This is an optimization exercise on Yosys and OpenROAD, whose aim is small area, not a production implementation. RTL that was checked went through simulation tests only; none was proved equivalent to the original.

==> inputs of run P <==
==> flow/design.v (excerpt) <==
module thermo8_cts (
    input  wire        clk,
    input  wire        rst,
    input  wire        cmd_valid,
    output wire        cmd_ready,
    input  wire [31:0] cmd_word,
    input  wire [31:0] cmd_x,
    output reg         rsp_valid,
    output wire [31:0] rsp_res,
    output wire [2:0]  rsp_err,
    output wire [7:0]  rsp_err_info,
    input  wire        alert_in,
    output wire        bus_req_valid,
    output reg  [2:0]  bus_req_kind,
    output reg  [7:0]  bus_req_byte,
    output wire        bus_req_ack,
    input  wire        bus_rsp_valid,
    input  wire [1:0]  bus_rsp_code,
    input  wire [7:0]  bus_rsp_data,
    output wire        settle_start,
    input  wire        settle_done
);
    localparam [2:0] K_START   = 3'd0,
                     K_RESTART = 3'd1,
                     K_STOP    = 3'd2,
                     K_WR      = 3'd3,
                     K_RD      = 3'd4;
    reg        run;        
    reg [2:0]  err;        
    reg [2:0]  fi;         
    reg        tn;         
    reg        rd;         
    reg        rmw;        
    reg        dec;        
    reg [2:0]  rg;         
    reg [15:0] v;          
    reg [6:0]  sla;
    reg [2:0]  stat;
    reg        stat_v;
    wire sphase = tn && fi[2] && fi[1];
    assign cmd_ready     = !run;
    assign bus_req_valid = run && !sphase;
    assign settle_start  = run && sphase && !fi[0];
    wire [7:0]  op = cmd_word[7:0];
    wire [7:0]  fa = cmd_word[15:8];
    wire [15:0] fd = cmd_word[31:16];
    wire a0   = (fa == 8'd0);
    wire d0   = (fd == 16'd0);
    wire hi0  = (op[7:6] == 2'b00);
    wire grp0 = hi0 && (op[5:4] == 2'b00);
    wire grp1 = hi0 && (op[5:4] == 2'b01);
    wire grp2 = hi0 && (op[5:4] == 2'b10);
    wire [3:0] lo = op[3:0];
    reg legal;
    always @(*) begin
        legal = 1'b0;
        if (grp0) begin
            case (lo)
  ...
==> flow/config.mk <==
export PLATFORM = sky130hd
export DESIGN_NAME = thermo8_cts
export DESIGN_NICKNAME = thermo8_cts
export VERILOG_FILES = /design/flow/design.v
export SDC_FILE = /design/flow/constraint.sdc
export NUM_CORES = 4
export LEC_CHECK = 0
export ABC_AREA = 1
export CAP_MARGIN = 20
export CORE_MARGIN = 2
export CORE_UTILIZATION = 40
export PLACE_DENSITY = 0.6
export SLEW_MARGIN = 20
==> flow/constraint.sdc <==
create_clock -name core_clock -period 10.0 [get_ports {clk}]
set_input_delay 2.0000 -clock core_clock [delete_from_list [all_inputs] [get_ports {clk}]]
set_output_delay 2.0000 -clock core_clock [all_outputs]
set_load 0.01 [all_outputs]
standard.sh (not shown) runs the stock make flow with config.mk's settings and CLKGATE_MAP_FILE= SYNTH_SCRIPT=/design/flow/synth_recipe.tcl, a recipe that flattens the netlist after the stock synthesis.
==> flow/flow/run.sh <==
#!/bin/bash
# The standard layout with these changes:
#  - synthesis maps the logic with an area-oriented ABC script (flow/area.abc) and
#    without the adder cell mapping; the flip-flops are mapped as the standard
#    synthesis maps them (same cells, same names);
#  - the port buffers use the smallest buffer cell;
#  - the constant outputs share one tie cell;
#  - clock tree synthesis adds no dummy loads.
set -euo pipefail
here=$PWD
export BUFFER_PORTS_ARGS="-buffer_cell sky130_fd_sc_hd__buf_1"
export SKIP_REPAIR_TIE_FANOUT=1
export CTS_ARGS="-sink_clustering_enable -repair_clock_nets -dont_use_dummy_load"
export MY_ABC_SCRIPT=$here/flow/area.abc
sed -e "s#SYNTH_SCRIPT=[^ ]*#SYNTH_SCRIPT=$here/flow/synth.tcl ADDER_MAP_FILE=#" standard.sh > own_standard.sh
bash own_standard.sh synth > synth.log 2>&1
bash standard.sh finish > finish.log 2>&1
==> flow/flow/area.abc <==
strash
&get -n
&deepsyn -T 30
&nf -a -R 1000
&put
==> flow/flow/synth.tcl <==
proc synth {args} { yosys synth -nofsm -noshare {*}$args }
proc abc {args} {
  set i [lsearch -exact $args -script]
  if {$i >= 0} { set args [lreplace $args $i [expr {$i + 1}] -script $::env(MY_ABC_SCRIPT)] }
  yosys abc {*}$args
}
source $::env(SCRIPTS_DIR)/synth.tcl
# left out here: clear keep_hierarchy, flatten, clean up, hide names made inside functions, write 1_2_yosys.v
==> run X: changes against run P <==
--- a/flow/design.v
+++ b/flow/design.v
@@ -48,49 +48,40 @@
     wire d0   = (fd == 16'd0);
     wire hi0  = (op[7:6] == 2'b00);
     wire grp0 = hi0 && (op[5:4] == 2'b00);
     wire grp1 = hi0 && (op[5:4] == 2'b01);
     wire grp2 = hi0 && (op[5:4] == 2'b10);
     wire [3:0] lo = op[3:0];
-    reg legal;
-    always @(*) begin
-        legal = 1'b0;
-        if (grp0) begin
-            case (lo)
-                4'h1, 4'h2: legal = a0;
-                4'h3:       legal = a0 && d0;
-                default:    legal = 1'b0;
-            endcase
-        end else if (grp1) begin
-            case (lo)
-                4'h0:       legal = 1'b1;
-                4'h1:       legal = (fd[15:8] == 8'd0);
-                4'h2, 4'h3: legal = d0;
-                default:    legal = 1'b0;
-            endcase
-        end else if (grp2) begin
-            case (lo)
-                4'h0:    legal = a0 && (fd[15:7] == 9'd0);
-                4'h2:    legal = a0 && (fd[15:2] == 14'd0);
-                4'h3:    legal = (fa[7:2] == 6'd0) && (fa[1:0] != 2'd3) && d0;
-                4'h4:    legal = a0 && (fd[15:3] == 13'd0);
-                4'hF:    legal = 1'b0;
-                default: legal = a0 && d0;
-            endcase
-        end
-    end
-    wire width_bad = grp1 && (lo[3:2] == 2'b00) &&
+    wire zA72  = (fa[7:2] == 6'd0);
+    wire zA    = zA72 && (fa[1:0] == 2'd0);
+    wire zD158 = (fd[15:8] == 8'd0);
+    wire zD157 = zD158 && !fd[7];
+    wire zD153 = zD157 && (fd[6:3] == 4'd0);
+    wire zD152 = zD153 && !fd[2];
+    wire zD    = zD152 && (fd[1:0] == 2'd0);
+    wire g0v   = grp0 && (lo == 4'h1 || lo == 4'h2 || lo == 4'h3);
+    wire g1v   = grp1 && (lo[3:2] == 2'b00);
+    wire g2v   = grp2 && (lo != 4'hF);
+    wire lim   = grp2 && (lo == 4'h3);
+    wire d_ok  = (grp0 && lo[1:0] != 2'd3) || (grp1 && lo[1:0] == 2'd0) ||
+                 (grp1 && lo[1:0] == 2'd1 && zD158) ||
+                 (grp2 && lo == 4'h0 && zD157) ||
+                 (grp2 && lo == 4'h2 && zD152) ||
+                 (grp2 && lo == 4'h4 && zD153) || zD;
+    wire a_ok  = grp1 ? 1'b1 : lim ? (zA72 && fa[1:0] != 2'd3) : zA;
+    wire legal = (g0v || g1v || g2v) && a_ok && d_ok;
+    wire width_bad = op[4] &&
                      (lo[0] ? (fa != 8'h08) : ((fa[7:3] != 5'd0) || (fa[2:0] == 3'd0)));
-    wire c_status = grp0 && (lo == 4'h2);
-    wire c_enc    = (grp0 && (lo == 4'h3)) || (grp2 && (lo == 4'h3));
-    wire c_init   = grp2 && (lo == 4'h0);
-    wire c_alert  = grp2 && (lo == 4'h4);
-    wire c_pin    = grp2 && (lo == 4'h5);
-    wire c_stat   = grp2 && (lo == 4'h6);
-    wire c_rmw    = grp2 && (lo >= 4'h7) && (lo <= 4'hC);
-    wire c_bus    = grp1 || (grp2 && (lo != 4'h0) && (lo != 4'h5) && (lo != 4'h6));
+    wire c_status = !op[5] && !op[4] && (lo == 4'h2);
+    wire c_enc    = !op[4] && (lo == 4'h3);
+    wire c_init   = op[5] && (lo == 4'h0);
+    wire c_alert  = op[5] && (lo == 4'h4);
+    wire c_pin    = op[5] && (lo == 4'h5);
+    wire c_stat   = op[5] && (lo == 4'h6);
+    wire c_rmw    = op[5] && (lo >= 4'h7) && (lo <= 4'hC);
+    wire c_bus    = op[4] || (op[5] && (lo != 4'h0) && (lo != 4'h5) && (lo != 4'h6));
     wire [15:0] xm  = cmd_x[27:12];
     wire        xc  = cmd_x[31] && (cmd_x[11:0] != 12'd0);    
     wire [1:0]  xn  = xm[1:0] + {1'b0, xc};
     wire        xk  = xm[1] && (xm[0] || xc);
     wire [15:0] enc = {xm[15:2] + {13'd0, xk},
                        (xn == 2'd1) ? 2'd2 : (xn == 2'd2) ? 2'd3 : 2'd0};
@@ -109,28 +100,28 @@
         {13'd0, {3{g_status}} & fd[15:13]} |
         {5'd0, {2{g_alert}} & fd[1:0], 4'd0, g_alert, g_alert, 2'd0, g_alert} |
         {12'd0, g_stat & stat_v, {3{g_stat}} & stat} |
         {15'd0, g_pin & alert_in};
     reg [2:0] rg_acc;
     always @(*) begin
-        if (grp1)
+        if (op[4])
             rg_acc = fa[2:0];
         else begin
             case (lo)
                 4'h1:    rg_acc = 3'd5;
-                4'h3:    rg_acc = 3'd2 + {1'b0, fa[1:0]};
+                4'h3:    rg_acc = {fa[1], !fa[1], fa[0]};
                 4'h4:    rg_acc = 3'd1;
                 4'hD:    rg_acc = 3'd6;
                 4'hE:    rg_acc = 3'd7;
                 4'h2:    rg_acc = 3'd0;
                 default: rg_acc = lo[2:0];
             endcase
         end
     end
-    wire rd_acc  = (grp1 && lo[1]) || (grp2 && ((lo == 4'h1) || (lo == 4'hD) || (lo == 4'hE)));
-    wire dec_acc = (grp0 || grp2) && (lo == 4'h1);
+    wire rd_acc  = op[4] ? lo[1] : (lo[3] || (lo[2:0] == 3'd1));
+    wire dec_acc = !op[4] && (lo == 4'h1);
     wire is8   = !rmw && (rg == 3'd0);
     wire fr    = rmw ? !tn : rd;                   
     wire abort = (err != 3'd0);                    
     wire last  = fr ? (is8 ? (fi == 3'd6) : (fi == 3'd7))
                     : (is8 ? (fi == 3'd4) : (fi == 3'd5));
     wire [7:0] addr = is8 ? 8'h08 : rmw ? 8'h01 : {5'd0, rg};
==> flow/flow/run.sh (replaced) <==
#!/bin/bash
# The standard layout with these changes:
#  - synthesis maps the logic with area-oriented ABC scripts (flow/area*.abc,
#    the same script with four random seeds; the smallest mapping is kept) and
#    without the adder cell mapping; the flip-flops are mapped as the standard
#    synthesis maps them (same cells, same names);
#  - the port buffers use the smallest buffer cell;
#  - the constant outputs share one tie cell;
#  - clock tree synthesis adds no dummy loads.
set -euo pipefail
here=$PWD
export BUFFER_PORTS_ARGS="-buffer_cell sky130_fd_sc_hd__buf_1"
export SKIP_REPAIR_TIE_FANOUT=1
export CTS_ARGS="-sink_clustering_enable -repair_clock_nets -dont_use_dummy_load"
export MY_ABC_SCRIPTS="$here/flow/area1.abc $here/flow/area2.abc $here/flow/area3.abc $here/flow/area4.abc"
sed -e "s#SYNTH_SCRIPT=[^ ]*#SYNTH_SCRIPT=$here/flow/synth.tcl ADDER_MAP_FILE=#" standard.sh > own_standard.sh
bash own_standard.sh synth > synth.log 2>&1
bash standard.sh finish > finish.log 2>&1
==> flow/flow/area1.abc (new file) <==
strash
&get -n
&deepsyn -T 20 -S 1
&nf -a -R 1000
&put
==> flow/flow/area2.abc (new file) <==
strash
&get -n
&deepsyn -T 20 -S 2
&nf -a -R 1000
&put
==> flow/flow/area3.abc (new file) <==
strash
&get -n
&deepsyn -T 20 -S 3
&nf -a -R 1000
&put
==> flow/flow/area4.abc (new file) <==
strash
&get -n
&deepsyn -T 20 -S 4
&nf -a -R 1000
&put
==> flow/flow/synth.tcl (replaced) <==
proc synth {args} { yosys synth -nofsm -noshare {*}$args }
# Map the logic several times, each with an ABC script of its own
# (MY_ABC_SCRIPTS), and keep the mapping with the least cell area. The
# flip-flops are mapped before this step and are not touched by it.
proc abc {args} {
  set i [lsearch -exact $args -script]
  set lib [lindex $args [expr {[lsearch -exact $args -liberty] + 1}]]
  set best_area 1e18
  set best ""
  yosys design -save pre_abc
  foreach script $::env(MY_ABC_SCRIPTS) {
    yosys design -load pre_abc
    if {$i >= 0} { set run_args [lreplace $args $i [expr {$i + 1}] -script $script] } else { set run_args [concat $args [list -script $script]] }
    yosys abc {*}$run_args
    set report [tee -q -s result.string stat -liberty $lib]
    regexp {Chip area for module[^:]*:\s*([0-9.]+)} $report -> area
    puts "abc script $script: cell area $area"
    if {$area < $best_area} {
      set best_area $area
      set best $script
      yosys design -save best_abc
    }
  }
  puts "kept the mapping of $best: cell area $best_area"
  yosys design -load best_abc
}
source $::env(SCRIPTS_DIR)/synth.tcl
# left out here: clear keep_hierarchy, flatten, clean up, hide names made inside functions, write 1_2_yosys.v
CORE_UTILIZATION = 65   (was 40)
PLACE_DENSITY = 0.8   (was 0.6)
removed: flow/flow/area.abc
==> run B: changes against run P <==
--- a/flow/design.v
+++ b/flow/design.v
@@ -14,36 +14,35 @@
     output reg  [2:0]  bus_req_kind,
     output reg  [7:0]  bus_req_byte,
     output wire        bus_req_ack,
     input  wire        bus_rsp_valid,
     input  wire [1:0]  bus_rsp_code,
     input  wire [7:0]  bus_rsp_data,
-    output wire        settle_start,
+    output reg         settle_start,
     input  wire        settle_done
 );
     localparam [2:0] K_START   = 3'd0,
                      K_RESTART = 3'd1,
                      K_STOP    = 3'd2,
                      K_WR      = 3'd3,
                      K_RD      = 3'd4;
     reg        run;        
+    reg        settle;     
     reg [2:0]  err;        
     reg [2:0]  fi;         
     reg        tn;         
     reg        rd;         
     reg        rmw;        
     reg        dec;        
     reg [2:0]  rg;         
     reg [15:0] v;          
     reg [6:0]  sla;
     reg [2:0]  stat;
     reg        stat_v;
-    wire sphase = tn && fi[2] && fi[1];
-    assign cmd_ready     = !run;
-    assign bus_req_valid = run && !sphase;
-    assign settle_start  = run && sphase && !fi[0];
+    assign cmd_ready     = !run && !settle;
+    assign bus_req_valid = run;
     wire [7:0]  op = cmd_word[7:0];
     wire [7:0]  fa = cmd_word[15:8];
     wire [15:0] fd = cmd_word[31:16];
     wire a0   = (fa == 8'd0);
     wire d0   = (fd == 16'd0);
     wire hi0  = (op[7:6] == 2'b00);
@@ -91,28 +90,19 @@
     wire [15:0] xm  = cmd_x[27:12];
     wire        xc  = cmd_x[31] && (cmd_x[11:0] != 12'd0);    
     wire [1:0]  xn  = xm[1:0] + {1'b0, xc};
     wire        xk  = xm[1] && (xm[0] || xc);
     wire [15:0] enc = {xm[15:2] + {13'd0, xk},
                        (xn == 2'd1) ? 2'd2 : (xn == 2'd2) ? 2'd3 : 2'd0};
-    wire ok_acc = legal && !width_bad;
-    wire m_hi = ok_acc && !c_status;             
-    wire m_lo = ok_acc && !(c_status || c_init);  
-    wire g_enc    = ok_acc && c_enc;
-    wire g_status = ok_acc && c_status;
-    wire g_alert  = ok_acc && c_alert;
-    wire g_stat   = ok_acc && c_stat;
-    wire g_pin    = ok_acc && c_pin;
     wire [15:0] v_acc =
-        ({16{g_enc}} & enc) |
-        {fd[15:7] & {9{m_hi}},
-         fd[6:2] & {5{m_lo}}, fd[1] & m_lo & !c_alert, fd[0] & m_lo} |
-        {13'd0, {3{g_status}} & fd[15:13]} |
-        {5'd0, {2{g_alert}} & fd[1:0], 4'd0, g_alert, g_alert, 2'd0, g_alert} |
-        {12'd0, g_stat & stat_v, {3{g_stat}} & stat} |
-        {15'd0, g_pin & alert_in};
+        c_enc ? enc :
+        (({16{!(c_init || c_status || c_alert)}} & fd) |
+         {13'd0, {3{c_status}} & fd[15:13]} |
+         {5'd0, {2{c_alert}} & fd[1:0], 4'd0, c_alert, c_alert, c_alert & fd[2], 1'b0, c_alert} |
+         {12'd0, c_stat & stat_v, {3{c_stat}} & stat} |
+         {15'd0, c_pin & alert_in});
     reg [2:0] rg_acc;
     always @(*) begin
         if (grp1)
             rg_acc = fa[2:0];
         else begin
             case (lo)
@@ -161,50 +151,34 @@
     wire is_rdk = (bus_req_kind == K_RD);
     wire fail   = bus_rsp_code[1] || (bus_rsp_code[0] && is_wr);
     wire m8 = (rg == 3'd7) || (rg == 3'd0);
     wire m7 = (rg == 3'd1) || (rg == 3'd2);
     wire m6 = (rg == 3'd3) || (rg == 3'd4);
     wire ms = rg[0];
-    wire [11:0] lower;
-    assign lower[0] = 1'b0;
-    genvar gi;
-    generate
-        for (gi = 1; gi < 12; gi = gi + 1) begin : g_neg
-            assign lower[gi] = lower[gi-1] | v[gi-1];
-        end
-    endgenerate
-    wire        s_neg = v[12];
-    wire [12:0] mag = {s_neg & !(lower[11] | v[11]), v[11:0] ^ ({12{s_neg}} & lower)};
+    wire [11:0] neg = ~v[11:0] + 12'd1;
+    wire [12:0] mag = v[12] ? {(v[11:0] == 12'd0), neg} : {1'b0, v[11:0]};
     wire [18:0] res = dec ? {v[15:13], 2'b00, v[12], mag} : {3'd0, v};
-    assign rsp_res      = {13'd0, res};
+    assign rsp_res      = {13'd0, res & {19{err == 3'd0}}};
     assign rsp_err      = err;
     assign rsp_err_info = {3'b000, tn, 1'b0, fi};
     always @(posedge clk) begin
         rsp_valid    <= 1'b0;
+        settle_start <= 1'b0;
         if (rst) begin
             run    <= 1'b0;
+            settle <= 1'b0;
             sla    <= 7'h18;
             stat   <= 3'd0;
             stat_v <= 1'b0;
-        end else if (run && sphase) begin
-            if (!fi[0]) begin
-                fi <= 3'd7;
-            end else if (settle_done) begin
-                run       <= 1'b0;
-                rsp_valid <= 1'b1;
-                fi        <= 3'd0;
-                tn        <= 1'b0;
-            end
         end else if (run) begin
             if (bus_rsp_valid) begin
                 if (abort) begin
                     run       <= 1'b0;
                     rsp_valid <= 1'b1;
                 end else if (fail) begin
                     err <= bus_rsp_code[1] ? 3'd2 : 3'd1;
-                    v   <= 16'd0;
                     if (last) begin
                         run       <= 1'b0;
                         rsp_valid <= 1'b1;
                     end
                 end else begin
                     if (is_rdk)
@@ -216,24 +190,30 @@
                         tn <= rmw && !tn;
                         if (rmw && !tn) begin
                             if (m8) v[8] <= ms;
                             if (m7) v[7] <= ms;
                             if (m6) v[6] <= ms;
                         end else if (rmw && m8) begin
-                            fi <= 3'd6;
-                            tn <= 1'b1;
+                            run          <= 1'b0;
+                            settle       <= 1'b1;
+                            settle_start <= 1'b1;
                         end else begin
                             run       <= 1'b0;
                             rsp_valid <= 1'b1;
                             if (dec) begin
                                 stat   <= v[15:13];
                                 stat_v <= 1'b1;
                             end
                         end
                     end
                 end
+            end
+        end else if (settle) begin
+            if (settle_done && !settle_start) begin
+                settle    <= 1'b0;
+                rsp_valid <= 1'b1;
             end
         end else if (cmd_valid) begin
             err <= !legal ? 3'd4 : width_bad ? 3'd3 : 3'd0;
             fi  <= 3'd0;
             tn  <= 1'b0;
             rd  <= rd_acc;
==> flow/flow/run.sh (replaced) <==
#!/bin/bash
# The standard layout with two changes:
#  - synthesis maps the logic with an area-oriented ABC script (flow/area.abc) and
#    without the adder cell mapping; the flip-flops are mapped as the standard
#    synthesis maps them (same cells, same names);
#  - the port buffers use the smallest buffer cell.
set -euo pipefail
here=$PWD
export BUFFER_PORTS_ARGS="-buffer_cell sky130_fd_sc_hd__buf_1"
export MY_ABC_SCRIPT=$here/flow/area.abc
sed -e "s#SYNTH_SCRIPT=[^ ]*#SYNTH_SCRIPT=$here/flow/synth.tcl ADDER_MAP_FILE=#" standard.sh > own_standard.sh
bash own_standard.sh synth > synth.log 2>&1
bash standard.sh finish > finish.log 2>&1
==> flow/flow/area.abc (replaced) <==
strash
dc2
dch -f
amap
strash
dc2
dch -f
amap
==> impl_metrics.yaml <==
outcome:
  outcome: "finished clean"
global_route:
  grt_use_met1_pct: 31.9
  grt_pass1_wl_um: 18100
critical_path:
  worstPathMaxFanout: 9
  max_stage_delay_ns: 0.67
cells_and_area:
  clk_share_pct: 2.62
  drive_gt1_share_pct: 1.62
  final_nets: 698
placed_design:
  dp_slack_ns: 4.59
The numbers above come from run B.

==> impl_metrics.yaml <==
outcome:
  outcome: "finished clean"
critical_path:
  max_stage_delay_ns: 0.66
  worstPathMaxFanout: 15
cells_and_area:
  final_nets: 578
  clk_share_pct: 1.85
  drive_gt1_share_pct: 1.61
global_route:
  grt_pass1_wl_um: 16300
  grt_use_met1_pct: 31.8
placed_design:
  dp_slack_ns: 4.78
The numbers above come from run P.

==> impl_metrics.yaml <==
critical_path:
  max_stage_delay_ns: 0.68
  worstPathMaxFanout: 13
placed_design:
  dp_slack_ns: 4.57
floorplanning:
  die_h_um: 73.4
global_route:
  grt_pass1_wl_um: 14600
cells_and_area:
  clk_share_pct: 1.92
  final_nets: 566
  drive_gt1_share_pct: 1.24
routing:
  wl_met3_um: 1050
  highest_layer: "met4"
outcome:
  outcome: "finished clean"
The numbers above come from run X.

No functional check of the RTL was part of run P.

==> separate check: timing with driven ports <==
No port has a modelled driver above. Below, the same layouts with a new extraction and two added sets of constraints.
Step 1 assumes that a clkbuf_16 drives the clock port and a buf_2 every other input.
Step 2 also shifts input and output timing later by t, the mid clock arrival at the registers, as if the neighbouring blocks saw the same clock.
a / b / c = ideal / step 1 / step 2; a / b = the first two.
run | shift t [ns] | slack for setup (ns) | hold slack, ns
run P | 0.318 | 4.790 / 4.762 / 4.778 | 0.454 / 0.454 / 0.454
run X | 0.314 | 4.800 / 4.802 / 4.489 | 0.452 / 0.452 / 0.452
run B | 0.325 | 4.849 / 4.858 / 4.533 | 0.492 / 0.492 / 0.492
After both steps every run listed still meets setup and hold. The setup slack of run B, which loses most, moves by +0.009 ns with the drivers and by -0.316 ns with both steps.
